From an optimization exercise on the open Yosys and OpenROAD flow, aimed at small area, a short achievable clock period and few clock cycles; shortcuts taken in it are not production practice.
Function was checked by simulation only, so behaviour that the tests miss may differ from the original.
Power is estimated from default activity; no workload was simulated.

## flow/config.mk

```make
export PLATFORM = sky130hd
export DESIGN_NAME = qrb44_core
export DESIGN_NICKNAME = qrb44_core
export VERILOG_FILES = /design/flow/design.v
export SDC_FILE = /design/flow/constraint.sdc
export NUM_CORES = 8
export LEC_CHECK = 0
export ABC_CLOCK_PERIOD_IN_PS = 25000
export CAP_MARGIN = 20
export CORE_MARGIN = 2
export CORE_UTILIZATION = 30
export SETUP_SLACK_MARGIN = 1.0
export SLEW_MARGIN = 20
```

## flow/constraint.sdc

```tcl
create_clock -name core_clock -period 30.0 [get_ports {clk}]
set_input_delay 6.0000 -clock core_clock [delete_from_list [all_inputs] [get_ports {clk}]]
set_output_delay 6.0000 -clock core_clock [all_outputs]
set_load 0.01 [all_outputs]
```

## flow/design.v

```verilog
module qrb44_core (
    input             clk,
    input             rst,
    input             bus_en,
    input             bus_we,
    input      [7:0]  bus_addr,
    input      [31:0] bus_wdata,
    output reg [31:0] bus_rdata
);
    localparam IBUF_CAP = 32;
    localparam OBUF_CAP = 48;
    localparam ST_IDLE  = 2'd0;
    localparam ST_BUSY  = 2'd1;
    localparam ST_DONE  = 2'd2;
    localparam ST_FAULT = 2'd3;
    localparam ERR_OK      = 2'd0;
    localparam ERR_INVALID = 2'd1;
    localparam ERR_DANGL   = 2'd2;
    localparam ERR_OVF     = 2'd3;
    localparam FC_ILLEGAL = 3'd1;
    localparam FC_BITS    = 3'd2;
    localparam FC_LEN     = 3'd3;
    localparam FC_EXCESS  = 3'd4;
    localparam OP_ENC    = 3'd1;
    localparam OP_DEC    = 3'd2;
    localparam OP_ENCB   = 3'd3;
    localparam OP_DECB   = 3'd4;
    localparam OP_ENC103 = 3'd5;
    localparam OP_DEC103 = 3'd6;
    function [4:0] tdig;
        input [8:0] x;
        begin
            case (x)
                9'd1: tdig = 5'd1;
                9'd2: tdig = 5'd1;
                9'd3: tdig = 5'd1;
                9'd4: tdig = 5'd1;
                9'd5: tdig = 5'd1;
                9'd6: tdig = 5'd2;
                9'd7: tdig = 5'd2;
                9'd8: tdig = 5'd2;
                9'd9: tdig = 5'd2;
                9'd10: tdig = 5'd2;
                9'd11: tdig = 5'd3;
                9'd12: tdig = 5'd3;
                9'd13: tdig = 5'd3;
                9'd14: tdig = 5'd3;
                9'd15: tdig = 5'd3;
                9'd16: tdig = 5'd3;
                9'd17: tdig = 5'd4;
                9'd18: tdig = 5'd4;
                9'd19: tdig = 5'd4;
                9'd20: tdig = 5'd4;
                9'd21: tdig = 5'd4;
                9'd22: tdig = 5'd5;
                9'd23: tdig = 5'd5;
                9'd24: tdig = 5'd5;
                9'd25: tdig = 5'd5;
                9'd26: tdig = 5'd5;
                9'd27: tdig = 5'd5;
                9'd28: tdig = 5'd6;
                9'd29: tdig = 5'd6;
                9'd30: tdig = 5'd6;
                9'd31: tdig = 5'd6;
                9'd32: tdig = 5'd6;
                9'd33: tdig = 5'd7;
                9'd34: tdig = 5'd7;
                9'd35: tdig = 5'd7;
                9'd36: tdig = 5'd7;
                9'd37: tdig = 5'd7;
                9'd38: tdig = 5'd8;
                9'd39: tdig = 5'd8;
                9'd40: tdig = 5'd8;
                9'd41: tdig = 5'd8;
                9'd42: tdig = 5'd8;
                9'd43: tdig = 5'd8;
                9'd44: tdig = 5'd9;
                9'd45: tdig = 5'd9;
                9'd46: tdig = 5'd9;
                9'd47: tdig = 5'd9;
                9'd48: tdig = 5'd9;
                9'd49: tdig = 5'd10;
                9'd50: tdig = 5'd10;
                9'd51: tdig = 5'd10;
                9'd52: tdig = 5'd10;
                9'd53: tdig = 5'd10;
                9'd54: tdig = 5'd10;
                9'd55: tdig = 5'd11;
                9'd56: tdig = 5'd11;
                9'd57: tdig = 5'd11;
                9'd58: tdig = 5'd11;
                9'd59: tdig = 5'd11;
                9'd60: tdig = 5'd12;
                9'd61: tdig = 5'd12;
                9'd62: tdig = 5'd12;
                9'd63: tdig = 5'd12;
                9'd64: tdig = 5'd12;
                9'd65: tdig = 5'd12;
                9'd66: tdig = 5'd13;
                9'd67: tdig = 5'd13;
                9'd68: tdig = 5'd13;
                9'd69: tdig = 5'd13;
                9'd70: tdig = 5'd13;
                9'd71: tdig = 5'd14;
                9'd72: tdig = 5'd14;
                9'd73: tdig = 5'd14;
                9'd74: tdig = 5'd14;
                9'd75: tdig = 5'd14;
                9'd76: tdig = 5'd15;
                9'd77: tdig = 5'd15;
                9'd78: tdig = 5'd15;
                9'd79: tdig = 5'd15;
                9'd80: tdig = 5'd15;
                9'd81: tdig = 5'd15;
                9'd82: tdig = 5'd16;
                9'd83: tdig = 5'd16;
                9'd84: tdig = 5'd16;
                9'd85: tdig = 5'd16;
                9'd86: tdig = 5'd16;
                9'd87: tdig = 5'd17;
                9'd88: tdig = 5'd17;
                9'd89: tdig = 5'd17;
                9'd90: tdig = 5'd17;
                9'd91: tdig = 5'd17;
                9'd92: tdig = 5'd17;
                9'd93: tdig = 5'd18;
                9'd94: tdig = 5'd18;
                9'd95: tdig = 5'd18;
                9'd96: tdig = 5'd18;
                9'd97: tdig = 5'd18;
                9'd98: tdig = 5'd19;
                9'd99: tdig = 5'd19;
                9'd100: tdig = 5'd19;
                9'd101: tdig = 5'd19;
                9'd102: tdig = 5'd19;
                9'd103: tdig = 5'd19;
                9'd104: tdig = 5'd20;
                9'd105: tdig = 5'd20;
                9'd106: tdig = 5'd20;
                9'd107: tdig = 5'd20;
                9'd108: tdig = 5'd20;
                9'd109: tdig = 5'd21;
                9'd110: tdig = 5'd21;
                9'd111: tdig = 5'd21;
                9'd112: tdig = 5'd21;
                9'd113: tdig = 5'd21;
                9'd114: tdig = 5'd22;
                9'd115: tdig = 5'd22;
                9'd116: tdig = 5'd22;
                9'd117: tdig = 5'd22;
                9'd118: tdig = 5'd22;
                9'd119: tdig = 5'd22;
                9'd120: tdig = 5'd23;
                9'd121: tdig = 5'd23;
                9'd122: tdig = 5'd23;
                9'd123: tdig = 5'd23;
                9'd124: tdig = 5'd23;
                9'd125: tdig = 5'd24;
                9'd126: tdig = 5'd24;
                9'd127: tdig = 5'd24;
                9'd128: tdig = 5'd24;
                9'd257: tdig = 5'd1;
                9'd258: tdig = 5'd1;
                9'd259: tdig = 5'd1;
                9'd260: tdig = 5'd1;
                9'd261: tdig = 5'd1;
                9'd262: tdig = 5'd2;
                9'd263: tdig = 5'd2;
                9'd264: tdig = 5'd2;
                9'd265: tdig = 5'd2;
                9'd266: tdig = 5'd2;
                9'd267: tdig = 5'd3;
                9'd268: tdig = 5'd3;
                9'd269: tdig = 5'd3;
                9'd270: tdig = 5'd3;
                9'd271: tdig = 5'd3;
                9'd272: tdig = 5'd3;
                9'd273: tdig = 5'd4;
                9'd274: tdig = 5'd4;
                9'd275: tdig = 5'd4;
                9'd276: tdig = 5'd4;
                9'd277: tdig = 5'd4;
                9'd278: tdig = 5'd5;
                9'd279: tdig = 5'd5;
                9'd280: tdig = 5'd5;
                9'd281: tdig = 5'd5;
                9'd282: tdig = 5'd5;
                9'd283: tdig = 5'd5;
                9'd284: tdig = 5'd6;
                9'd285: tdig = 5'd6;
                9'd286: tdig = 5'd6;
                9'd287: tdig = 5'd6;
                9'd288: tdig = 5'd6;
                9'd289: tdig = 5'd7;
                9'd290: tdig = 5'd7;
                9'd291: tdig = 5'd7;
                9'd292: tdig = 5'd7;
                9'd293: tdig = 5'd7;
                9'd294: tdig = 5'd7;
                9'd295: tdig = 5'd8;
                9'd296: tdig = 5'd8;
                9'd297: tdig = 5'd8;
                9'd298: tdig = 5'd8;
                9'd299: tdig = 5'd8;
                9'd300: tdig = 5'd9;
                9'd301: tdig = 5'd9;
                9'd302: tdig = 5'd9;
                9'd303: tdig = 5'd9;
                9'd304: tdig = 5'd9;
                9'd305: tdig = 5'd9;
                9'd306: tdig = 5'd10;
                9'd307: tdig = 5'd10;
                9'd308: tdig = 5'd10;
                9'd309: tdig = 5'd10;
                9'd310: tdig = 5'd10;
                9'd311: tdig = 5'd11;
                9'd312: tdig = 5'd11;
                9'd313: tdig = 5'd11;
                9'd314: tdig = 5'd11;
                9'd315: tdig = 5'd11;
                9'd316: tdig = 5'd11;
                9'd317: tdig = 5'd12;
                9'd318: tdig = 5'd12;
                9'd319: tdig = 5'd12;
                9'd320: tdig = 5'd12;
                9'd321: tdig = 5'd12;
                9'd322: tdig = 5'd13;
                9'd323: tdig = 5'd13;
                9'd324: tdig = 5'd13;
                9'd325: tdig = 5'd13;
                9'd326: tdig = 5'd13;
                9'd327: tdig = 5'd14;
                9'd328: tdig = 5'd14;
                9'd329: tdig = 5'd14;
                9'd330: tdig = 5'd14;
                9'd331: tdig = 5'd14;
                9'd332: tdig = 5'd14;
                9'd333: tdig = 5'd15;
                9'd334: tdig = 5'd15;
                9'd335: tdig = 5'd15;
                9'd336: tdig = 5'd15;
                9'd337: tdig = 5'd15;
                9'd338: tdig = 5'd16;
                9'd339: tdig = 5'd16;
                9'd340: tdig = 5'd16;
                9'd341: tdig = 5'd16;
                9'd342: tdig = 5'd16;
                9'd343: tdig = 5'd16;
                9'd344: tdig = 5'd17;
                9'd345: tdig = 5'd17;
                9'd346: tdig = 5'd17;
                9'd347: tdig = 5'd17;
                9'd348: tdig = 5'd17;
                9'd349: tdig = 5'd18;
                9'd350: tdig = 5'd18;
                9'd351: tdig = 5'd18;
                9'd352: tdig = 5'd18;
                9'd353: tdig = 5'd18;
                9'd354: tdig = 5'd18;
                9'd355: tdig = 5'd19;
                9'd356: tdig = 5'd19;
                9'd357: tdig = 5'd19;
                9'd358: tdig = 5'd19;
                9'd359: tdig = 5'd19;
                9'd360: tdig = 5'd20;
                9'd361: tdig = 5'd20;
                9'd362: tdig = 5'd20;
                9'd363: tdig = 5'd20;
                9'd364: tdig = 5'd20;
                9'd365: tdig = 5'd20;
                9'd366: tdig = 5'd21;
                9'd367: tdig = 5'd21;
                9'd368: tdig = 5'd21;
                9'd369: tdig = 5'd21;
                9'd370: tdig = 5'd21;
                9'd371: tdig = 5'd22;
                9'd372: tdig = 5'd22;
                9'd373: tdig = 5'd22;
                9'd374: tdig = 5'd22;
                9'd375: tdig = 5'd22;
                9'd376: tdig = 5'd22;
                9'd377: tdig = 5'd23;
                9'd378: tdig = 5'd23;
                9'd379: tdig = 5'd23;
                9'd380: tdig = 5'd23;
                9'd381: tdig = 5'd23;
                9'd382: tdig = 5'd24;
                9'd383: tdig = 5'd24;
                9'd384: tdig = 5'd24;
                default: tdig = 5'd0;
            endcase
        end
    endfunction
    function [7:0] tchr;
        input [6:0] x;
        begin
            case (x)
                7'd0: tchr = 8'd48;
                7'd1: tchr = 8'd49;
                7'd2: tchr = 8'd50;
                7'd3: tchr = 8'd51;
                7'd4: tchr = 8'd52;
                7'd5: tchr = 8'd53;
                7'd6: tchr = 8'd54;
                7'd7: tchr = 8'd55;
                7'd8: tchr = 8'd56;
                7'd9: tchr = 8'd57;
                7'd10: tchr = 8'd65;
                7'd11: tchr = 8'd66;
                7'd12: tchr = 8'd67;
                7'd13: tchr = 8'd68;
                7'd14: tchr = 8'd69;
                7'd15: tchr = 8'd70;
                7'd16: tchr = 8'd71;
                7'd17: tchr = 8'd72;
                7'd18: tchr = 8'd73;
                7'd19: tchr = 8'd74;
                7'd20: tchr = 8'd75;
                7'd21: tchr = 8'd76;
                7'd22: tchr = 8'd77;
                7'd23: tchr = 8'd78;
                7'd24: tchr = 8'd79;
                7'd25: tchr = 8'd80;
                7'd26: tchr = 8'd81;
                7'd27: tchr = 8'd82;
                7'd28: tchr = 8'd83;
                7'd29: tchr = 8'd84;
                7'd30: tchr = 8'd85;
                7'd31: tchr = 8'd86;
                7'd32: tchr = 8'd87;
                7'd33: tchr = 8'd88;
                7'd34: tchr = 8'd89;
                7'd35: tchr = 8'd90;
                7'd36: tchr = 8'd37;
                7'd37: tchr = 8'd42;
                7'd38: tchr = 8'd43;
                7'd39: tchr = 8'd45;
                7'd40: tchr = 8'd46;
                7'd41: tchr = 8'd47;
                7'd42: tchr = 8'd58;
                7'd64: tchr = 8'd48;
                7'd65: tchr = 8'd49;
                7'd66: tchr = 8'd50;
                7'd67: tchr = 8'd51;
                7'd68: tchr = 8'd52;
                7'd69: tchr = 8'd53;
                7'd70: tchr = 8'd54;
                7'd71: tchr = 8'd55;
                7'd72: tchr = 8'd56;
                7'd73: tchr = 8'd57;
                7'd74: tchr = 8'd65;
                7'd75: tchr = 8'd66;
                7'd76: tchr = 8'd67;
                7'd77: tchr = 8'd68;
                7'd78: tchr = 8'd69;
                7'd79: tchr = 8'd70;
                7'd80: tchr = 8'd71;
                7'd81: tchr = 8'd72;
                7'd82: tchr = 8'd73;
                7'd83: tchr = 8'd74;
                7'd84: tchr = 8'd75;
                7'd85: tchr = 8'd76;
                7'd86: tchr = 8'd77;
                7'd87: tchr = 8'd78;
                7'd88: tchr = 8'd79;
                7'd89: tchr = 8'd80;
                7'd90: tchr = 8'd81;
                7'd91: tchr = 8'd82;
                7'd92: tchr = 8'd83;
                7'd93: tchr = 8'd84;
                7'd94: tchr = 8'd85;
                7'd95: tchr = 8'd86;
                7'd96: tchr = 8'd87;
                7'd97: tchr = 8'd88;
                7'd98: tchr = 8'd89;
                7'd99: tchr = 8'd90;
                7'd100: tchr = 8'd36;
                7'd101: tchr = 8'd37;
                7'd102: tchr = 8'd42;
                7'd103: tchr = 8'd43;
                7'd104: tchr = 8'd45;
                7'd105: tchr = 8'd46;
                7'd106: tchr = 8'd47;
                7'd107: tchr = 8'd58;
                default: tchr = 8'd0;
            endcase
        end
    endfunction
    function [6:0] tval;
        input [8:0] x;
        begin
            case (x)
                9'd0: tval = 7'd0;
                9'd1: tval = 7'd0;
                9'd2: tval = 7'd0;
                9'd3: tval = 7'd0;
                9'd4: tval = 7'd0;
                9'd5: tval = 7'd0;
                9'd6: tval = 7'd0;
                9'd7: tval = 7'd0;
                9'd8: tval = 7'd0;
                9'd9: tval = 7'd0;
                9'd10: tval = 7'd0;
                9'd11: tval = 7'd0;
                9'd12: tval = 7'd0;
                9'd13: tval = 7'd0;
                9'd14: tval = 7'd0;
                9'd15: tval = 7'd0;
                9'd16: tval = 7'd0;
                9'd17: tval = 7'd0;
                9'd18: tval = 7'd0;
                9'd19: tval = 7'd0;
                9'd20: tval = 7'd0;
                9'd21: tval = 7'd0;
                9'd22: tval = 7'd0;
                9'd23: tval = 7'd0;
                9'd24: tval = 7'd0;
                9'd25: tval = 7'd0;
                9'd26: tval = 7'd0;
                9'd27: tval = 7'd0;
                9'd28: tval = 7'd0;
                9'd29: tval = 7'd0;
                9'd30: tval = 7'd0;
                9'd31: tval = 7'd0;
                9'd32: tval = 7'd0;
                9'd33: tval = 7'd0;
                9'd34: tval = 7'd0;
                9'd35: tval = 7'd0;
                9'd36: tval = 7'd0;
                9'd37: tval = 7'd100;
                9'd38: tval = 7'd0;
                9'd39: tval = 7'd0;
                9'd40: tval = 7'd0;
                9'd41: tval = 7'd0;
                9'd42: tval = 7'd101;
                9'd43: tval = 7'd102;
                9'd44: tval = 7'd0;
                9'd45: tval = 7'd103;
                9'd46: tval = 7'd104;
                9'd47: tval = 7'd105;
                9'd48: tval = 7'd64;
                9'd49: tval = 7'd65;
                9'd50: tval = 7'd66;
                9'd51: tval = 7'd67;
                9'd52: tval = 7'd68;
                9'd53: tval = 7'd69;
                9'd54: tval = 7'd70;
                9'd55: tval = 7'd71;
                9'd56: tval = 7'd72;
                9'd57: tval = 7'd73;
                9'd58: tval = 7'd106;
                9'd59: tval = 7'd0;
                9'd60: tval = 7'd0;
                9'd61: tval = 7'd0;
                9'd62: tval = 7'd0;
                9'd63: tval = 7'd0;
                9'd64: tval = 7'd0;
                9'd65: tval = 7'd74;
                9'd66: tval = 7'd75;
                9'd67: tval = 7'd76;
                9'd68: tval = 7'd77;
                9'd69: tval = 7'd78;
                9'd70: tval = 7'd79;
                9'd71: tval = 7'd80;
                9'd72: tval = 7'd81;
                9'd73: tval = 7'd82;
                9'd74: tval = 7'd83;
                9'd75: tval = 7'd84;
                9'd76: tval = 7'd85;
                9'd77: tval = 7'd86;
                9'd78: tval = 7'd87;
                9'd79: tval = 7'd88;
                9'd80: tval = 7'd89;
                9'd81: tval = 7'd90;
                9'd82: tval = 7'd91;
                9'd83: tval = 7'd92;
                9'd84: tval = 7'd93;
                9'd85: tval = 7'd94;
                9'd86: tval = 7'd95;
                9'd87: tval = 7'd96;
                9'd88: tval = 7'd97;
                9'd89: tval = 7'd98;
                9'd90: tval = 7'd99;
                9'd91: tval = 7'd0;
                9'd92: tval = 7'd0;
                9'd93: tval = 7'd0;
                9'd94: tval = 7'd0;
                9'd95: tval = 7'd0;
                9'd96: tval = 7'd0;
                9'd97: tval = 7'd0;
                9'd98: tval = 7'd0;
                9'd99: tval = 7'd0;
                9'd100: tval = 7'd0;
                9'd101: tval = 7'd0;
                9'd102: tval = 7'd0;
                9'd103: tval = 7'd0;
                9'd104: tval = 7'd0;
                9'd105: tval = 7'd0;
                9'd106: tval = 7'd0;
                9'd107: tval = 7'd0;
                9'd108: tval = 7'd0;
                9'd109: tval = 7'd0;
                9'd110: tval = 7'd0;
                9'd111: tval = 7'd0;
                9'd112: tval = 7'd0;
                9'd113: tval = 7'd0;
                9'd114: tval = 7'd0;
                9'd115: tval = 7'd0;
                9'd116: tval = 7'd0;
                9'd117: tval = 7'd0;
                9'd118: tval = 7'd0;
                9'd119: tval = 7'd0;
                9'd120: tval = 7'd0;
                9'd121: tval = 7'd0;
                9'd122: tval = 7'd0;
                9'd123: tval = 7'd0;
                9'd124: tval = 7'd0;
                9'd125: tval = 7'd0;
                9'd126: tval = 7'd0;
                9'd127: tval = 7'd0;
                9'd128: tval = 7'd0;
                9'd129: tval = 7'd0;
                9'd130: tval = 7'd0;
                9'd131: tval = 7'd0;
                9'd132: tval = 7'd0;
                9'd133: tval = 7'd0;
                9'd134: tval = 7'd0;
                9'd135: tval = 7'd0;
                9'd136: tval = 7'd0;
                9'd137: tval = 7'd0;
                9'd138: tval = 7'd0;
                9'd139: tval = 7'd0;
                9'd140: tval = 7'd0;
                9'd141: tval = 7'd0;
                9'd142: tval = 7'd0;
                9'd143: tval = 7'd0;
                9'd144: tval = 7'd0;
                9'd145: tval = 7'd0;
                9'd146: tval = 7'd0;
                9'd147: tval = 7'd0;
                9'd148: tval = 7'd0;
                9'd149: tval = 7'd0;
                9'd150: tval = 7'd0;
                9'd151: tval = 7'd0;
                9'd152: tval = 7'd0;
                9'd153: tval = 7'd0;
                9'd154: tval = 7'd0;
                9'd155: tval = 7'd0;
                9'd156: tval = 7'd0;
                9'd157: tval = 7'd0;
                9'd158: tval = 7'd0;
                9'd159: tval = 7'd0;
                9'd160: tval = 7'd0;
                9'd161: tval = 7'd0;
                9'd162: tval = 7'd0;
                9'd163: tval = 7'd0;
                9'd164: tval = 7'd0;
                9'd165: tval = 7'd0;
                9'd166: tval = 7'd0;
                9'd167: tval = 7'd0;
                9'd168: tval = 7'd0;
                9'd169: tval = 7'd0;
                9'd170: tval = 7'd0;
                9'd171: tval = 7'd0;
                9'd172: tval = 7'd0;
                9'd173: tval = 7'd0;
                9'd174: tval = 7'd0;
                9'd175: tval = 7'd0;
                9'd176: tval = 7'd0;
                9'd177: tval = 7'd0;
                9'd178: tval = 7'd0;
                9'd179: tval = 7'd0;
                9'd180: tval = 7'd0;
                9'd181: tval = 7'd0;
                9'd182: tval = 7'd0;
                9'd183: tval = 7'd0;
                9'd184: tval = 7'd0;
                9'd185: tval = 7'd0;
                9'd186: tval = 7'd0;
                9'd187: tval = 7'd0;
                9'd188: tval = 7'd0;
                9'd189: tval = 7'd0;
                9'd190: tval = 7'd0;
                9'd191: tval = 7'd0;
                9'd192: tval = 7'd0;
                9'd193: tval = 7'd0;
                9'd194: tval = 7'd0;
                9'd195: tval = 7'd0;
                9'd196: tval = 7'd0;
                9'd197: tval = 7'd0;
                9'd198: tval = 7'd0;
                9'd199: tval = 7'd0;
                9'd200: tval = 7'd0;
                9'd201: tval = 7'd0;
                9'd202: tval = 7'd0;
                9'd203: tval = 7'd0;
                9'd204: tval = 7'd0;
                9'd205: tval = 7'd0;
                9'd206: tval = 7'd0;
                9'd207: tval = 7'd0;
                9'd208: tval = 7'd0;
                9'd209: tval = 7'd0;
                9'd210: tval = 7'd0;
                9'd211: tval = 7'd0;
                9'd212: tval = 7'd0;
                9'd213: tval = 7'd0;
                9'd214: tval = 7'd0;
                9'd215: tval = 7'd0;
                9'd216: tval = 7'd0;
                9'd217: tval = 7'd0;
                9'd218: tval = 7'd0;
                9'd219: tval = 7'd0;
                9'd220: tval = 7'd0;
                9'd221: tval = 7'd0;
                9'd222: tval = 7'd0;
                9'd223: tval = 7'd0;
                9'd224: tval = 7'd0;
                9'd225: tval = 7'd0;
                9'd226: tval = 7'd0;
                9'd227: tval = 7'd0;
                9'd228: tval = 7'd0;
                9'd229: tval = 7'd0;
                9'd230: tval = 7'd0;
                9'd231: tval = 7'd0;
                9'd232: tval = 7'd0;
                9'd233: tval = 7'd0;
                9'd234: tval = 7'd0;
                9'd235: tval = 7'd0;
                9'd236: tval = 7'd0;
                9'd237: tval = 7'd0;
                9'd238: tval = 7'd0;
                9'd239: tval = 7'd0;
                9'd240: tval = 7'd0;
                9'd241: tval = 7'd0;
                9'd242: tval = 7'd0;
                9'd243: tval = 7'd0;
                9'd244: tval = 7'd0;
                9'd245: tval = 7'd0;
                9'd246: tval = 7'd0;
                9'd247: tval = 7'd0;
                9'd248: tval = 7'd0;
                9'd249: tval = 7'd0;
                9'd250: tval = 7'd0;
                9'd251: tval = 7'd0;
                9'd252: tval = 7'd0;
                9'd253: tval = 7'd0;
                9'd254: tval = 7'd0;
                9'd255: tval = 7'd0;
                9'd256: tval = 7'd0;
                9'd257: tval = 7'd0;
                9'd258: tval = 7'd0;
                9'd259: tval = 7'd0;
                9'd260: tval = 7'd0;
                9'd261: tval = 7'd0;
                9'd262: tval = 7'd0;
                9'd263: tval = 7'd0;
                9'd264: tval = 7'd0;
                9'd265: tval = 7'd0;
                9'd266: tval = 7'd0;
                9'd267: tval = 7'd0;
                9'd268: tval = 7'd0;
                9'd269: tval = 7'd0;
                9'd270: tval = 7'd0;
                9'd271: tval = 7'd0;
                9'd272: tval = 7'd0;
                9'd273: tval = 7'd0;
                9'd274: tval = 7'd0;
                9'd275: tval = 7'd0;
                9'd276: tval = 7'd0;
                9'd277: tval = 7'd0;
                9'd278: tval = 7'd0;
                9'd279: tval = 7'd0;
                9'd280: tval = 7'd0;
                9'd281: tval = 7'd0;
                9'd282: tval = 7'd0;
                9'd283: tval = 7'd0;
                9'd284: tval = 7'd0;
                9'd285: tval = 7'd0;
                9'd286: tval = 7'd0;
                9'd287: tval = 7'd0;
                9'd288: tval = 7'd0;
                9'd289: tval = 7'd0;
                9'd290: tval = 7'd0;
                9'd291: tval = 7'd0;
                9'd292: tval = 7'd100;
                9'd293: tval = 7'd101;
                9'd294: tval = 7'd0;
                9'd295: tval = 7'd0;
                9'd296: tval = 7'd0;
                9'd297: tval = 7'd0;
                9'd298: tval = 7'd102;
                9'd299: tval = 7'd103;
                9'd300: tval = 7'd0;
                9'd301: tval = 7'd104;
                9'd302: tval = 7'd105;
                9'd303: tval = 7'd106;
                9'd304: tval = 7'd64;
                9'd305: tval = 7'd65;
                9'd306: tval = 7'd66;
                9'd307: tval = 7'd67;
                9'd308: tval = 7'd68;
                9'd309: tval = 7'd69;
                9'd310: tval = 7'd70;
                9'd311: tval = 7'd71;
                9'd312: tval = 7'd72;
                9'd313: tval = 7'd73;
                9'd314: tval = 7'd107;
                9'd315: tval = 7'd0;
                9'd316: tval = 7'd0;
                9'd317: tval = 7'd0;
                9'd318: tval = 7'd0;
                9'd319: tval = 7'd0;
                9'd320: tval = 7'd0;
                9'd321: tval = 7'd74;
                9'd322: tval = 7'd75;
                9'd323: tval = 7'd76;
                9'd324: tval = 7'd77;
                9'd325: tval = 7'd78;
                9'd326: tval = 7'd79;
                9'd327: tval = 7'd80;
                9'd328: tval = 7'd81;
                9'd329: tval = 7'd82;
                9'd330: tval = 7'd83;
                9'd331: tval = 7'd84;
                9'd332: tval = 7'd85;
                9'd333: tval = 7'd86;
                9'd334: tval = 7'd87;
                9'd335: tval = 7'd88;
                9'd336: tval = 7'd89;
                9'd337: tval = 7'd90;
                9'd338: tval = 7'd91;
                9'd339: tval = 7'd92;
                9'd340: tval = 7'd93;
                9'd341: tval = 7'd94;
                9'd342: tval = 7'd95;
                9'd343: tval = 7'd96;
                9'd344: tval = 7'd97;
                9'd345: tval = 7'd98;
                9'd346: tval = 7'd99;
                9'd347: tval = 7'd0;
                9'd348: tval = 7'd0;
                9'd349: tval = 7'd0;
                9'd350: tval = 7'd0;
                9'd351: tval = 7'd0;
                9'd352: tval = 7'd0;
                9'd353: tval = 7'd0;
                9'd354: tval = 7'd0;
                9'd355: tval = 7'd0;
                9'd356: tval = 7'd0;
                9'd357: tval = 7'd0;
                9'd358: tval = 7'd0;
                9'd359: tval = 7'd0;
                9'd360: tval = 7'd0;
                9'd361: tval = 7'd0;
                9'd362: tval = 7'd0;
                9'd363: tval = 7'd0;
                9'd364: tval = 7'd0;
                9'd365: tval = 7'd0;
                9'd366: tval = 7'd0;
                9'd367: tval = 7'd0;
                9'd368: tval = 7'd0;
                9'd369: tval = 7'd0;
                9'd370: tval = 7'd0;
                9'd371: tval = 7'd0;
                9'd372: tval = 7'd0;
                9'd373: tval = 7'd0;
                9'd374: tval = 7'd0;
                9'd375: tval = 7'd0;
                9'd376: tval = 7'd0;
                9'd377: tval = 7'd0;
                9'd378: tval = 7'd0;
                9'd379: tval = 7'd0;
                9'd380: tval = 7'd0;
                9'd381: tval = 7'd0;
                9'd382: tval = 7'd0;
                9'd383: tval = 7'd0;
                9'd384: tval = 7'd0;
                9'd385: tval = 7'd0;
                9'd386: tval = 7'd0;
                9'd387: tval = 7'd0;
                9'd388: tval = 7'd0;
                9'd389: tval = 7'd0;
                9'd390: tval = 7'd0;
                9'd391: tval = 7'd0;
                9'd392: tval = 7'd0;
                9'd393: tval = 7'd0;
                9'd394: tval = 7'd0;
                9'd395: tval = 7'd0;
                9'd396: tval = 7'd0;
                9'd397: tval = 7'd0;
                9'd398: tval = 7'd0;
                9'd399: tval = 7'd0;
                9'd400: tval = 7'd0;
                9'd401: tval = 7'd0;
                9'd402: tval = 7'd0;
                9'd403: tval = 7'd0;
                9'd404: tval = 7'd0;
                9'd405: tval = 7'd0;
                9'd406: tval = 7'd0;
                9'd407: tval = 7'd0;
                9'd408: tval = 7'd0;
                9'd409: tval = 7'd0;
                9'd410: tval = 7'd0;
                9'd411: tval = 7'd0;
                9'd412: tval = 7'd0;
                9'd413: tval = 7'd0;
                9'd414: tval = 7'd0;
                9'd415: tval = 7'd0;
                9'd416: tval = 7'd0;
                9'd417: tval = 7'd0;
                9'd418: tval = 7'd0;
                9'd419: tval = 7'd0;
                9'd420: tval = 7'd0;
                9'd421: tval = 7'd0;
                9'd422: tval = 7'd0;
                9'd423: tval = 7'd0;
                9'd424: tval = 7'd0;
                9'd425: tval = 7'd0;
                9'd426: tval = 7'd0;
                9'd427: tval = 7'd0;
                9'd428: tval = 7'd0;
                9'd429: tval = 7'd0;
                9'd430: tval = 7'd0;
                9'd431: tval = 7'd0;
                9'd432: tval = 7'd0;
                9'd433: tval = 7'd0;
                9'd434: tval = 7'd0;
                9'd435: tval = 7'd0;
                9'd436: tval = 7'd0;
                9'd437: tval = 7'd0;
                9'd438: tval = 7'd0;
                9'd439: tval = 7'd0;
                9'd440: tval = 7'd0;
                9'd441: tval = 7'd0;
                9'd442: tval = 7'd0;
                9'd443: tval = 7'd0;
                9'd444: tval = 7'd0;
                9'd445: tval = 7'd0;
                9'd446: tval = 7'd0;
                9'd447: tval = 7'd0;
                9'd448: tval = 7'd0;
                9'd449: tval = 7'd0;
                9'd450: tval = 7'd0;
                9'd451: tval = 7'd0;
                9'd452: tval = 7'd0;
                9'd453: tval = 7'd0;
                9'd454: tval = 7'd0;
                9'd455: tval = 7'd0;
                9'd456: tval = 7'd0;
                9'd457: tval = 7'd0;
                9'd458: tval = 7'd0;
                9'd459: tval = 7'd0;
                9'd460: tval = 7'd0;
                9'd461: tval = 7'd0;
                9'd462: tval = 7'd0;
                9'd463: tval = 7'd0;
                9'd464: tval = 7'd0;
                9'd465: tval = 7'd0;
                9'd466: tval = 7'd0;
                9'd467: tval = 7'd0;
                9'd468: tval = 7'd0;
                9'd469: tval = 7'd0;
                9'd470: tval = 7'd0;
                9'd471: tval = 7'd0;
                9'd472: tval = 7'd0;
                9'd473: tval = 7'd0;
                9'd474: tval = 7'd0;
                9'd475: tval = 7'd0;
                9'd476: tval = 7'd0;
                9'd477: tval = 7'd0;
                9'd478: tval = 7'd0;
                9'd479: tval = 7'd0;
                9'd480: tval = 7'd0;
                9'd481: tval = 7'd0;
                9'd482: tval = 7'd0;
                9'd483: tval = 7'd0;
                9'd484: tval = 7'd0;
                9'd485: tval = 7'd0;
                9'd486: tval = 7'd0;
                9'd487: tval = 7'd0;
                9'd488: tval = 7'd0;
                9'd489: tval = 7'd0;
                9'd490: tval = 7'd0;
                9'd491: tval = 7'd0;
                9'd492: tval = 7'd0;
                9'd493: tval = 7'd0;
                9'd494: tval = 7'd0;
                9'd495: tval = 7'd0;
                9'd496: tval = 7'd0;
                9'd497: tval = 7'd0;
                9'd498: tval = 7'd0;
                9'd499: tval = 7'd0;
                9'd500: tval = 7'd0;
                9'd501: tval = 7'd0;
                9'd502: tval = 7'd0;
                9'd503: tval = 7'd0;
                9'd504: tval = 7'd0;
                9'd505: tval = 7'd0;
                9'd506: tval = 7'd0;
                9'd507: tval = 7'd0;
                9'd508: tval = 7'd0;
                9'd509: tval = 7'd0;
                9'd510: tval = 7'd0;
                9'd511: tval = 7'd0;
                default: tval = 7'd0;
            endcase
        end
    endfunction
    function [21:0] div16;          
        input        a;
        input [5:0]  r;
        input [15:0] x;
        reg   [6:0]  t;
        reg   [5:0]  rr;
        integer      n;
        begin
            rr = r;
            for (n = 15; n >= 0; n = n - 1) begin
                t = {rr, x[n]};
                div16[6 + n] = a ? (t >= 7'd44) : (t >= 7'd43);
                rr = div16[6 + n] ? (t[5:0] - (a ? 6'd44 : 6'd43)) : t[5:0];
            end
            div16[5:0] = rr;
        end
    endfunction
    reg [31:0] cmd_q;
    reg [1:0]  state;
    reg [1:0]  err;
    reg [2:0]  fcause;
    reg [31:0] ilen;
    reg [5:0]  olen;
    reg [7:0]  ibuf [0:IBUF_CAP-1];
    reg [7:0]  obuf [0:OBUF_CAP-1];
    reg        res_dig;             
    wire        host_wr  = bus_en && bus_we;
    wire        can_take = (state == ST_IDLE) || (state == ST_DONE);
    wire        busy     = (state == ST_BUSY);
    wire [2:0]  c_op   = cmd_q[11:9];
    wire        c_a    = cmd_q[8];
    wire [7:0]  c_bits = cmd_q[7:0];
    wire [5:0]  len    = ilen[5:0];
    wire [7:0] ob_sel = obuf[bus_addr[5:0]];
    wire [7:0] ob_rd  = res_dig ? tchr({c_a, ob_sel[5:0]}) : ob_sel;
    always @* begin
        bus_rdata = 32'd0;
        case (bus_addr[7:6])
            2'b00: case (bus_addr[5:0])
                6'd0: bus_rdata = cmd_q;
                6'd1: bus_rdata = {25'd0, fcause, err, state};
                6'd2: bus_rdata = ilen;
                6'd3: bus_rdata = {26'd0, olen};
                default: bus_rdata = 32'd0;
            endcase
            2'b01: if (bus_addr[5:0] < IBUF_CAP) bus_rdata = {24'd0, ibuf[bus_addr[4:0]]};
            2'b10: if (bus_addr[5:0] < OBUF_CAP) bus_rdata = {24'd0, ob_rd};
            default: bus_rdata = 32'd0;
        endcase
    end
    wire rsv_bad  = (cmd_q[31:12] != 20'd0) || (c_op == 3'd0) || (c_op == 3'd7) ||
                    ((c_op == OP_ENC || c_op == OP_DEC || c_op == OP_ENC103 ||
                      c_op == OP_DEC103) && (c_bits != 8'd0));
    wire len_bad  = (ilen > IBUF_CAP);
    wire bits_bad = (c_bits == 8'd0) || (c_bits > 8'd128);
    wire is_enc   = (c_op == OP_ENC);
    wire is_dec   = (c_op == OP_DEC);
    wire is_encb  = (c_op == OP_ENCB) || (c_op == OP_ENC103);
    wire is_decb  = (c_op == OP_DECB) || (c_op == OP_DEC103);
    wire is_103   = (c_op == OP_ENC103) || (c_op == OP_DEC103);
    wire [7:0] nbits = is_103 ? 8'd103 : c_bits;
    reg       ck_fault;
    reg [2:0] ck_fc;
    reg       ck_dangl;
    always @* begin
        ck_fault = 1'b0;
        ck_fc    = 3'd0;
        ck_dangl = 1'b0;
        if (rsv_bad) begin
            ck_fault = 1'b1; ck_fc = FC_ILLEGAL;
        end else if (len_bad) begin
            ck_fault = 1'b1; ck_fc = FC_LEN;
        end else if (c_op == OP_ENCB) begin
            if (bits_bad) begin
                ck_fault = 1'b1; ck_fc = FC_BITS;
            end else if (ilen > 32'd16) begin
                ck_fault = 1'b1; ck_fc = FC_LEN;
            end
        end else if (c_op == OP_ENC103) begin
            if (ilen != 32'd13) begin
                ck_fault = 1'b1; ck_fc = FC_LEN;
            end
        end else if (c_op == OP_DECB) begin
            if (bits_bad) begin
                ck_fault = 1'b1; ck_fc = FC_BITS;
            end
        end else if (c_op == OP_DEC103) begin
            if (ilen != 32'd19)
                ck_dangl = 1'b1;
        end
    end
    wire [4:0] ndig    = tdig({c_a, nbits});
    wire [5:0] dc_olen = {1'b0, nbits[7:3]} + {5'd0, (nbits[2:0] != 3'd0)};
    reg        first;      
    reg  [5:0] idx;        
    reg  [1:0] sub;        
    reg  [5:0] opos;       
    reg  [2:0] hw;         
    reg  [2:0] top;        
    reg  [2:0] ntop;       
    reg  [5:0] rem;        
    reg        fpass;      
    reg        flag;       
    reg [16:0] tx;         
    reg [15:0] q0r;        
    wire [5:0] e_idx   = first ? 6'd0 : idx;
    wire [1:0] e_sub   = first ? 2'd0 : sub;
    wire [5:0] e_opos  = first ? (is_encb ? {1'b0, ndig} - 6'd1 : 6'd0) : opos;
    wire [2:0] e_top   = first ? (is_encb ? ((len == 6'd0) ? 3'd0 : (len[3:0] - 4'd1) >> 1) : 3'd0) : top;
    wire [2:0] e_hw    = first ? e_top : hw;
    wire       e_fpass = first ? 1'b1 : fpass;
    wire       e_flag  = first ? 1'b0 : flag;
    reg  [3:0]  ib_h;
    wire [7:0]  ib_b0 = ibuf[{ib_h, 1'b0}];
    wire [7:0]  ib_b1 = ibuf[{ib_h, 1'b1}];
    reg  [15:0] dv_x;
    reg  [5:0]  dv_r;
    wire [21:0] dv_o = div16(c_a, dv_r, dv_x);
    wire [15:0] dv_q = dv_o[21:6];
    wire [5:0]  dv_m = dv_o[5:0];
    reg  [15:0] ob_hw;
    always @* begin
        case (e_hw)
            3'd0: ob_hw = q0r;
            3'd1: ob_hw = {obuf[27], obuf[26]};
            3'd2: ob_hw = {obuf[29], obuf[28]};
            3'd3: ob_hw = {obuf[31], obuf[30]};
            3'd4: ob_hw = {obuf[33], obuf[32]};
            3'd5: ob_hw = {obuf[35], obuf[34]};
            3'd6: ob_hw = {obuf[37], obuf[36]};
            default: ob_hw = {obuf[39], obuf[38]};
        endcase
    end
    wire [15:0] ib_hw = {({e_hw, 1'b1} < len[4:0]) ? ib_b1 : 8'd0,
                         ({e_hw, 1'b0} < len[4:0]) ? ib_b0 : 8'd0};
    reg  [15:0] ex_bits;
    integer k;
    always @* begin
        for (k = 0; k < 16; k = k + 1)
            ex_bits[k] = ib_hw[k] && ({e_hw, k[3:0]} >= nbits[6:0] || nbits[7]) && !nbits[7];
    end
    reg  [31:0] mc_w;
    reg  [5:0]  mc_c;
    wire [37:0] mc_x   = {6'd0, mc_w};
    wire [37:0] mc_out = (mc_x << 5) + (mc_x << 3) + (c_a ? (mc_x << 2) : (mc_x << 1)) +
                         (c_a ? 38'd0 : mc_x) + {32'd0, mc_c};
    reg  [5:0]  ci;                 
    wire [6:0]  ch_v   = tval({c_a, ci[0] ? ib_b1 : ib_b0});
    reg  [31:0] ob_w;
    always @* begin
        case (e_hw[1:0])
            2'd0: ob_w = {obuf[3], obuf[2], obuf[1], obuf[0]};
            2'd1: ob_w = {obuf[7], obuf[6], obuf[5], obuf[4]};
            2'd2: ob_w = {obuf[11], obuf[10], obuf[9], obuf[8]};
            default: ob_w = {obuf[15], obuf[14], obuf[13], obuf[12]};
        endcase
    end
    reg  [31:0] rg_bits;
    always @* begin
        for (k = 0; k < 32; k = k + 1)
            rg_bits[k] = mc_out[k] && ({e_hw[1:0], k[4:0]} >= nbits[6:0]) && !nbits[7];
    end
    reg        s_done;
    reg [1:0]  s_err;
    reg [5:0]  s_olen;
    reg        s_fault;
    reg [2:0]  s_fc;
    reg        s_dig;
    reg [31:0] wb_data;
    reg [47:0] wb_en;
    reg        clr_hi;          
    reg [5:0]  w_pos;           
    reg [1:0]  w_cnt;
    reg [7:0]  w_d0, w_d1;
    reg        w_word;          
    reg [5:0]  n_idx, n_opos, n_rem;
    reg [1:0]  n_sub;
    reg [2:0]  n_hw, n_top, n_ntop;
    reg        n_fpass, n_flag;
    reg [16:0] n_tx;
    reg [15:0] n_q0r;
    reg        hw_we;           
    reg [5:0]  p3;
    integer    m;
    always @* begin
        s_done = 1'b0; s_err = ERR_OK; s_olen = 6'd0; s_fault = 1'b0; s_fc = 3'd0;
        s_dig = 1'b0;
        clr_hi = 1'b0; w_pos = 6'd0; w_cnt = 2'd0; w_d0 = 8'd0; w_d1 = 8'd0; w_word = 1'b0;
        hw_we = 1'b0;
        n_idx = e_idx; n_sub = e_sub; n_opos = e_opos; n_rem = rem; n_hw = e_hw;
        n_top = e_top; n_ntop = ntop; n_fpass = e_fpass; n_flag = e_flag; n_tx = tx;
        n_q0r = q0r;
        ci = e_idx;
        ib_h = 4'd0; dv_x = 16'd0; dv_r = 6'd0; mc_w = 32'd0; mc_c = 6'd0;
        p3 = {e_idx[4:0], 1'b0} + e_idx;
        if (is_enc) begin
            s_dig  = 1'b1;
            s_olen = ({len, 1'b0} + len + {5'd0, len[0]}) >> 1;    
            ib_h   = e_idx[3:0];
            if (e_sub == 2'd0) begin
                if ({e_idx[4:0], 1'b1} == len)            
                    dv_x = {8'd0, ib_b0};
                else
                    dv_x = {ib_b0, ib_b1};
            end else
                dv_x = tx[15:0];
            w_pos = (e_sub == 2'd0) ? p3 : p3 + 6'd1;
            if (len == 6'd0) begin
                s_done = 1'b1;
            end else if (e_sub == 2'd0) begin
                n_tx  = {1'b0, dv_q};
                w_d0  = {2'b00, dv_m};
                w_d1  = dv_q[7:0];
                if ({e_idx[4:0], 1'b1} == len) begin
                    w_cnt  = 2'd2;
                    s_done = 1'b1;
                end else begin
                    w_cnt  = 2'd1;
                    n_sub  = 2'd1;
                end
            end else begin
                w_cnt = 2'd2;
                w_d0  = {2'b00, dv_m};
                w_d1  = dv_q[7:0];
                n_sub = 2'd0;
                n_idx = e_idx + 6'd1;
                if ({e_idx[4:0], 1'b0} + 6'd2 >= len)
                    s_done = 1'b1;
            end
        end else if (is_encb) begin
            s_dig  = 1'b1;
            s_olen = {1'b0, ndig};
            ib_h   = {1'b0, e_hw};
            dv_x   = e_fpass ? ib_hw : ob_hw;
            dv_r   = (e_hw == e_top) ? 6'd0 : rem;
            n_rem  = dv_m;
            if (e_fpass && (|ex_bits))
                n_flag = 1'b1;
            if (e_hw == e_top)
                n_ntop = (dv_q == 16'd0 && e_top != 3'd0) ? e_top - 3'd1 : e_top;
            if (e_hw != 3'd0) begin
                hw_we = 1'b1;
                n_hw  = e_hw - 3'd1;
            end else begin
                n_q0r = dv_q;
                w_pos = e_opos;
                w_cnt = 2'd1;
                w_d0  = {2'b00, dv_m};
                n_fpass = 1'b0;
                n_opos  = e_opos - 6'd1;
                n_top   = (e_top == 3'd0) ? 3'd0 : ((e_hw == e_top) ? n_ntop : ntop);
                n_hw    = n_top;
                if (e_fpass && (e_flag || (|ex_bits))) begin
                    s_fault = 1'b1; s_fc = FC_EXCESS;
                end else if (e_opos == 6'd0)
                    s_done = 1'b1;
            end
        end else if (is_dec) begin
            if (len - e_idx >= 6'd3)
                ci = e_idx + 6'd2 - {4'd0, e_sub};
            else if (len - e_idx == 6'd2)
                ci = e_idx + 6'd1 - {4'd0, e_sub};
            ib_h = ci[4:1];
            mc_w  = {15'd0, tx};
            mc_c  = ch_v[5:0];
            w_pos = e_opos;
            n_tx  = mc_out[16:0];
            if (e_sub == 2'd0)
                mc_w = 32'd0;
            if (len - e_idx >= 6'd3) begin
                w_d0 = mc_out[15:8];
                w_d1 = mc_out[7:0];
                n_sub = e_sub + 2'd1;
                if (!ch_v[6]) begin
                    s_done = 1'b1; s_err = ERR_INVALID;
                end else if (e_sub == 2'd2) begin
                    n_sub = 2'd0;
                    if (mc_out[16]) begin
                        s_done = 1'b1; s_err = ERR_OVF;
                    end else begin
                        w_cnt  = 2'd2;
                        n_idx  = e_idx + 6'd3;
                        n_opos = e_opos + 6'd2;
                        if (len - e_idx == 6'd3) begin
                            s_done = 1'b1; s_olen = e_opos + 6'd2;
                        end
                    end
                end
            end else if (len - e_idx == 6'd2) begin
                w_d0  = mc_out[7:0];
                n_sub = e_sub + 2'd1;
                if (!ch_v[6]) begin
                    s_done = 1'b1; s_err = ERR_INVALID;
                end else if (e_sub != 2'd0) begin
                    s_done = 1'b1;
                    if (mc_out[16:8] != 9'd0)
                        s_err = ERR_OVF;
                    else begin
                        w_cnt  = 2'd1;
                        s_olen = e_opos + 6'd1;
                    end
                end
            end else if (len - e_idx == 6'd1) begin
                s_done = 1'b1;
                s_err  = ch_v[6] ? ERR_DANGL : ERR_INVALID;
            end else begin
                s_done = 1'b1;
                s_olen = e_opos;
            end
        end else if (is_decb) begin
            ib_h   = ci[4:1];
            mc_w   = first ? 32'd0 : ob_w;
            mc_c   = (e_hw == 3'd0) ? ((len == 6'd0) ? 6'd0 : ch_v[5:0]) : rem;
            w_word = 1'b1;
            s_olen = dc_olen;
            n_rem  = mc_out[37:32];
            if (first)
                clr_hi = 1'b1;
            if (e_idx + 6'd1 >= len && (|rg_bits))
                n_flag = 1'b1;
            if (len == 6'd0) begin
                s_done = 1'b1;
            end else if (e_hw == 3'd0 && !ch_v[6]) begin
                w_word = 1'b0;
                s_done = 1'b1; s_err = ERR_INVALID;
            end else if (e_hw < e_top || mc_out[37:32] != 6'd0) begin
                if (e_hw == 3'd3) begin
                    s_done = 1'b1; s_err = ERR_OVF;
                end else begin
                    n_hw = e_hw + 3'd1;
                    if (e_hw == e_top)
                        n_top = e_top + 3'd1;
                end
            end else begin
                n_hw  = 3'd0;
                n_idx = e_idx + 6'd1;
                n_flag = 1'b0;
                if (e_idx + 6'd1 == len) begin
                    s_done = 1'b1;
                    if (e_flag || (|rg_bits))
                        s_err = ERR_OVF;
                end
            end
        end
        wb_en = 48'd0;
        for (m = 0; m < 4; m = m + 1)
            wb_data[m*8 +: 8] = (m[1:0] == w_pos[1:0]) ? w_d0 : w_d1;
        for (m = 0; m < 48; m = m + 1)
            if ((w_cnt != 2'd0 && m == w_pos) || (w_cnt == 2'd2 && m == w_pos + 6'd1))
                wb_en[m] = 1'b1;
        if (hw_we) begin
            wb_data = {dv_q, dv_q};
            wb_en   = 48'd0;
            for (m = 1; m < 8; m = m + 1)
                if (m == e_hw) begin
                    wb_en[24 + 2*m] = 1'b1;
                    wb_en[25 + 2*m] = 1'b1;
                end
        end
        if (w_word) begin
            wb_data = mc_out[31:0];
            wb_en   = 48'd0;
            for (m = 0; m < 16; m = m + 1)
                if (m[3:2] == e_hw[1:0])
                    wb_en[m] = 1'b1;
        end
    end
    always @(posedge clk) begin
        if (rst) begin
            cmd_q   <= 32'd0;
            state   <= ST_IDLE;
            err     <= ERR_OK;
            fcause  <= 3'd0;
            ilen    <= 32'd0;
            olen    <= 6'd0;
            first   <= 1'b0;
            res_dig <= 1'b0;
        end else begin
            if (host_wr && can_take) begin
                if (bus_addr == 8'h00) begin
                    cmd_q <= bus_wdata;
                    state <= ST_BUSY;
                    first <= 1'b1;
                end
                if (bus_addr == 8'h02)
                    ilen <= bus_wdata;
            end
            if (busy) begin
                first <= 1'b0;
                if (first && ck_fault) begin
                    state  <= ST_FAULT;
                    fcause <= ck_fc;
                end else if (first && ck_dangl) begin
                    state <= ST_DONE;
                    err   <= ERR_DANGL;
                    olen  <= 6'd0;
                end else if (s_fault) begin
                    state  <= ST_FAULT;
                    fcause <= s_fc;
                end else if (s_done) begin
                    state   <= ST_DONE;
                    err     <= s_err;
                    olen    <= (s_err == ERR_OK) ? s_olen : 6'd0;
                    res_dig <= s_dig;
                end
            end
        end
    end
    always @(posedge clk) begin
        if (busy) begin
            idx   <= n_idx;
            sub   <= n_sub;
            opos  <= n_opos;
            hw    <= n_hw;
            top   <= n_top;
            ntop  <= n_ntop;
            rem   <= n_rem;
            fpass <= n_fpass;
            flag  <= n_flag;
            tx    <= n_tx;
            q0r   <= n_q0r;
        end
    end
    integer j;
    always @(posedge clk) begin
        if (!rst && busy) begin
            for (j = 0; j < OBUF_CAP; j = j + 1)
                if (wb_en[j])
                    obuf[j] <= wb_data[(j % 4) * 8 +: 8];
            if (clr_hi)
                for (j = 4; j < 16; j = j + 1)
                    obuf[j] <= 8'd0;
        end
    end
    always @(posedge clk) begin
        if (!rst && host_wr && can_take && bus_addr[7:6] == 2'b01 && bus_addr[5:0] < IBUF_CAP)
            ibuf[bus_addr[4:0]] <= bus_wdata[7:0];
    end
endmodule
```

## flow/run.sh

```bash
#!/bin/bash
# synth_recipe.tcl (not shown) runs the flow's synth.tcl, then flattens the netlist and writes it again
# the make line also repeats each setting of config.mk as NAME=value (left out here)
make -C /OpenROAD-flow-scripts/flow DESIGN_CONFIG=/design/flow/config.mk WORK_HOME=/design/flow/orfs CLKGATE_MAP_FILE= SYNTH_SCRIPT=/design/flow/synth_recipe.tcl finish
```

==> summary.md <==
The number of input and output port buffers inserted works out to 75. For the final HPWL from detailed placement, the log shows 186000 µm. The total number of clock tree sinks came out at 783.

Site row count: 156. The number of failing hold endpoints at the final stage is 0, and the maximum number of pins on one net before global-route repair is 91. The layout has 18300 filler cells.

The total count of max-transition violations in the final report came out at 0. The proportion of power drawn by the clock network was 0.451. The tools report the setup slack after layout as 3220 ps. For the number of hold-repair buffers added at the cts stage, the log shows 0.

The critical path starts at first. The endpoint identified for the worst register-to-register timing path is obuf[16][0]. Setup repair after global routing left no endpoint under its margin. Post-synthesis instance area: 54500 µm².

The number of routed nets with antenna violations was 0. The logs give 26.7 ps for the post-route clock skew and 0.0000394 V for the largest voltage drop on the vdd net. The via count of the first global-routing pass was 47700. The logs give 0 for the max-capacitance violation count and 1.79 mW for the internal power contribution.

The worst setup path is captured at a flip-flop. The sequential-to-total area share from yosys stat is 0.417, and the area share of the largest cell type after synthesis is 0.388. The number of enable-type register cells in the synthesized netlist was 704. The tools report the net load switching power as 0.550 mW. Following the worst setup path forward leads to its endpoint at obuf[16][0]. For this run, the number of Yosys warnings is 2.

The number of register bits inferred by synthesis works out to 783. Counting the buffers created by CTS gives 83. For the endpoint arrival time on the critical path, the log shows 27100 ps. In this run the vertical extent of the chip is 430 µm. The switching power share of the total was 0.235. In the routed layout, each cell is associated on average with a via count of 6.28. In this run the worst hold path is classified as reg2reg. The core region is 181000 µm². For the maximum level of the CTS H-tree, the log shows 3.

The pre-antenna-repair detailed-routing pass consisted of 10 iterations. The largest total area in the synthesized netlist belongs to sky130_fd_sc_hd__edfxtp_1. The share of synthesized registers carrying an async set or reset is 0.

In the final timing run, aggregate negative setup slack is 0 ps. In this run the static leakage power is 23.0 nW. The maximum fanout count along the critical path was 62. The tools report the maximum frequency from static timing analysis as 37.3 MHz. Detailed routing inserted a total of 51500 vias. The reg-to-reg startpoint is first.

The primary flip-flop cell chosen by synthesis mapping was sky130_fd_sc_hd__edfxtp_1. For the total nets after synthesis, the log shows 6026. The clock period could shrink to 26780 ps.

The flow ran to the end and the layout has no timing, DRC or antenna violations. Clock latency on the worst-skew pair, taken at its later pin, is 720 ps. After detailed routing, the number of remaining DRC violations is 0.

Averaged over all synthesized cells, the footprint is 9.60 µm². The longest individual stage delay on the worst path is 980 ps. For the pin with the worst max-slew slack, the measured transition is 1280 ps. The startpoint identified for the worst hold timing path is fcause[0]. Post-CTS timing repair inserted 0 buffers for setup. Category of the critical setup timing path: reg2reg. 76 I/O pins were placed.

Cell repeated most along the worst path: sky130_fd_sc_hd__ha_1. The width of the die was 430 µm; the wire length per cell was 30.9 µm. The part of the power in registers came out at 0.504. TritonCTS built the clock tree. In this run, distinct cell masters in the synthesized netlist total 136. The worst hold path was traced through 2 stages. Setup violations remaining at the end of the flow were counted as 0.

Setup slack on the worst reg-to-reg path comes out at 3220 ps. Counting along the longest clock path gives a buffer depth of 3. The first global-routing pass estimated 355000 µm of wire. The library cells used most frequently in the layout, excluding fill and tap cells, are sky130_fd_sc_hd__nand2_1 (825), sky130_fd_sc_hd__edfxtp_1 (704), sky130_fd_sc_hd__nor2_1 (444), sky130_fd_sc_hd__a21oi_1 (369), sky130_fd_sc_hd__inv_1 (288).

Combinational share of power: 0.045. After clock tree synthesis, the clock-pin slew on the worst setup and hold paths is 60 ps. The count of routing violations after the opening detailed-route iteration was 8156; the critical path data required time was 30310 ps. The fraction of the cycle the final worst path needs works out to 0.893. Slowest cell on the critical path: sky130_fd_sc_hd__a31oi_2.

The area growth from synthesis to layout is 13.0%. By area the synthesized netlist is led by sky130_fd_sc_hd__edfxtp_1 (39%), sky130_fd_sc_hd__nand2_1 (5.7%), sky130_fd_sc_hd__ha_1 (5.4%). The tightest hold path in the finished design has a slack of 457 ps. Element type at the critical path start: a flip-flop.

The library cell used most frequently in the layout, excluding fill and tap cells, is sky130_fd_sc_hd__nand2_1. At the end of routability-driven placement, the weighted congestion stood at 1.10. The logs give 0.137 for the max-slew headroom at the worst pin and 0.264 for the overall routing resource usage.

The power density over the cells is 37.9 nW/µm². Gates resized during post-CTS repair numbered 0. OpenSTA, run right after detailed placement, puts the worst setup slack at 3730 ps. After detailed routing, the total wire length is 253000 µm. The die covers 185000 µm². Number of cells traversed by the worst register-to-register path: 100. In the final design database the tool counted 6099 nets. Global routing finished with a remaining overflow of 0.

The instance count of the mapped netlist was 5675. Fraction of final layout cells with drive strength greater than 1: 0.111. Clock tree synthesis selected as its root buffer the cell sky130_fd_sc_hd__clkbuf_16. The tools report the initial antenna violation count as 17. The initial standard-cell utilization of the core came out at 0.302.
-- synthesized netlist by cell type, drive strengths merged, types with 23 or more instances --
cell type	n
o31ai	23
o21ai	317
buf	81
nor2b	35
or2	25
nor4	29
and3	68
a21boi	31
or3	28
o211ai	42
nand2	830
a22oi	110
ha	237
clkbuf	237
a222oi	47
mux4	83
inv	304
mux2	40
edfxtp	704
nor3	116
fa	70
and2	48
a31oi	60
mux2i	101
a22o	55
dfxtp	79
o21bai	25
o22ai	47
a21o	61
a21oi	378
nand2b	57
nand4	33
xnor2	88
nor2	469
o21a	38
a311oi	35
nand3	150
a32oi	27
a211oi	66
a221oi	124
-- worst min path at each step --
stage	end	slack (ps)
CTS	fcause[0]	460
detailed placement	fcause[0]	450
global placement	fcause[0]	440
global route	fcause[0]	480
finish	fcause[0]	460
floorplan	fcause[1]	430
-- registers in the layout, indices dropped and copies added (netlist names), 2 cells and up --
| signal | count |
|---|---|
| opos | 6 |
| fcause | 3 |
| top | 3 |
| olen | 6 |
| rem | 6 |
| idx | 6 |
| state | 2 |
| ilen | 32 |
| ntop | 3 |
| q0r | 16 |
| ibuf | 256 |
| hw | 3 |
| sub | 2 |
| tx | 17 |
| err | 2 |
| cmd_q | 32 |
| obuf | 384 |
-- power groups by stage --
stage	registers (mW)	clock network, mW	logic [mW]
2_1_floorplan	1.20	0	0.0531
3_3_place_gp	1.20	0	0.101
3_5_place_dp	1.20	0	0.101
4_1_cts	1.18	1.05	0.102
5_1_grt	1.18	1.09	0.108
6_report	1.18	1.05	0.106
-- metal layers --
layer	share of wire	up-vias	GRT usage	routed length (µm)
met5	0.00087	-	0	221
met4	0.082	16	0.178	20700
li1	-	21600	-	-
met1	0.37	25100	0.330	92900
met3	0.12	883	0.0752	31400
met2	0.43	3832	0.394	108000
-- layout make-up --
cell class / instances / area, µm² / share of cell area
Multi-Input combinational cell: 4265 / 29600 / 0.480
Sequential cell: 783 / 22700 / 0.369
Tap cell: 2370 / 2970 / 0.0481
Timing Repair Buffer: 306 / 2460 / 0.0399
Clock buffer: 100 / 2160 / 0.0351
Inverter: 309 / 1160 / 0.0189
Clock inverter: 53 / 510 / 0.00829
Antenna cell: 10 / 25.0 / 0.000406
-- logic make-up (layout without fill, tap and decap cells) --
logic type      Yosys count  count (layout)  synth area share
other cells               0              10                 0
xor+xnor                109             109            0.0175
flops                   783             783             0.417
fa+ha+maj               307             307            0.0801
compound gates         1698            1698             0.221
simple gates           1927            1927             0.158
mux                     224             224            0.0619
buf+inv                 627             768            0.0445
-- metrics by stage --
stage	power, mW	area, µm²	utilization	cells
finish	2.33	61600	0.341	8196
global route	2.37	61600	0.341	8187
CTS	2.33	61500	0.341	8185
detailed placement	1.30	58900	0.326	8032
global placement	1.30	58800	0.326	8032
floorplan	1.25	54500	-	5675
-- critical path: cells and delay by family, from the launching register on --
kind                     cells  cell delay [ps]
multiplexers                 7             2320
XOR/XNOR                     3              490
AO/OA/AOI/OAI               42            11280
flip-flops                   1              320
adder cells (fa/ha/maj)     10             3500
buffers and inverters       13             2910
AND/OR/NAND/NOR             25             5440
Testbench counts, summed over its fixed seeds: cycles 25,743.

## re-timing with driven ports
The results above use ideal ports. As a check the final layout listed here was re-extracted and re-timed, cells and wires unchanged.
Step 1 sets driving cells, clkbuf_16 on the clock port and buf_2 on the other inputs (assumed; they add their load-dependent delay and slew).
Step 2 times the ports against the registers' clock, not the clock port: input delays grow and output delays shrink by t, the midpoint of the rising clock arrivals with the driver on.
Slacks: ideal ports / drivers / drivers and shift; pairs: ideal ports / drivers.
shift t [ns]: 0.793
setup slack, ns: 3.218 / 3.218 / 3.218
worst setup path at the end: register to register
latest minus earliest clock arrival (ns): 0.027 / 0.026
worst data-port slew with drivers (ns): 0.17
After both steps this run still meets setup and hold. For this run, drivers alone change the setup slack by 0.000 ns; drivers and shift together by 0.000 ns.
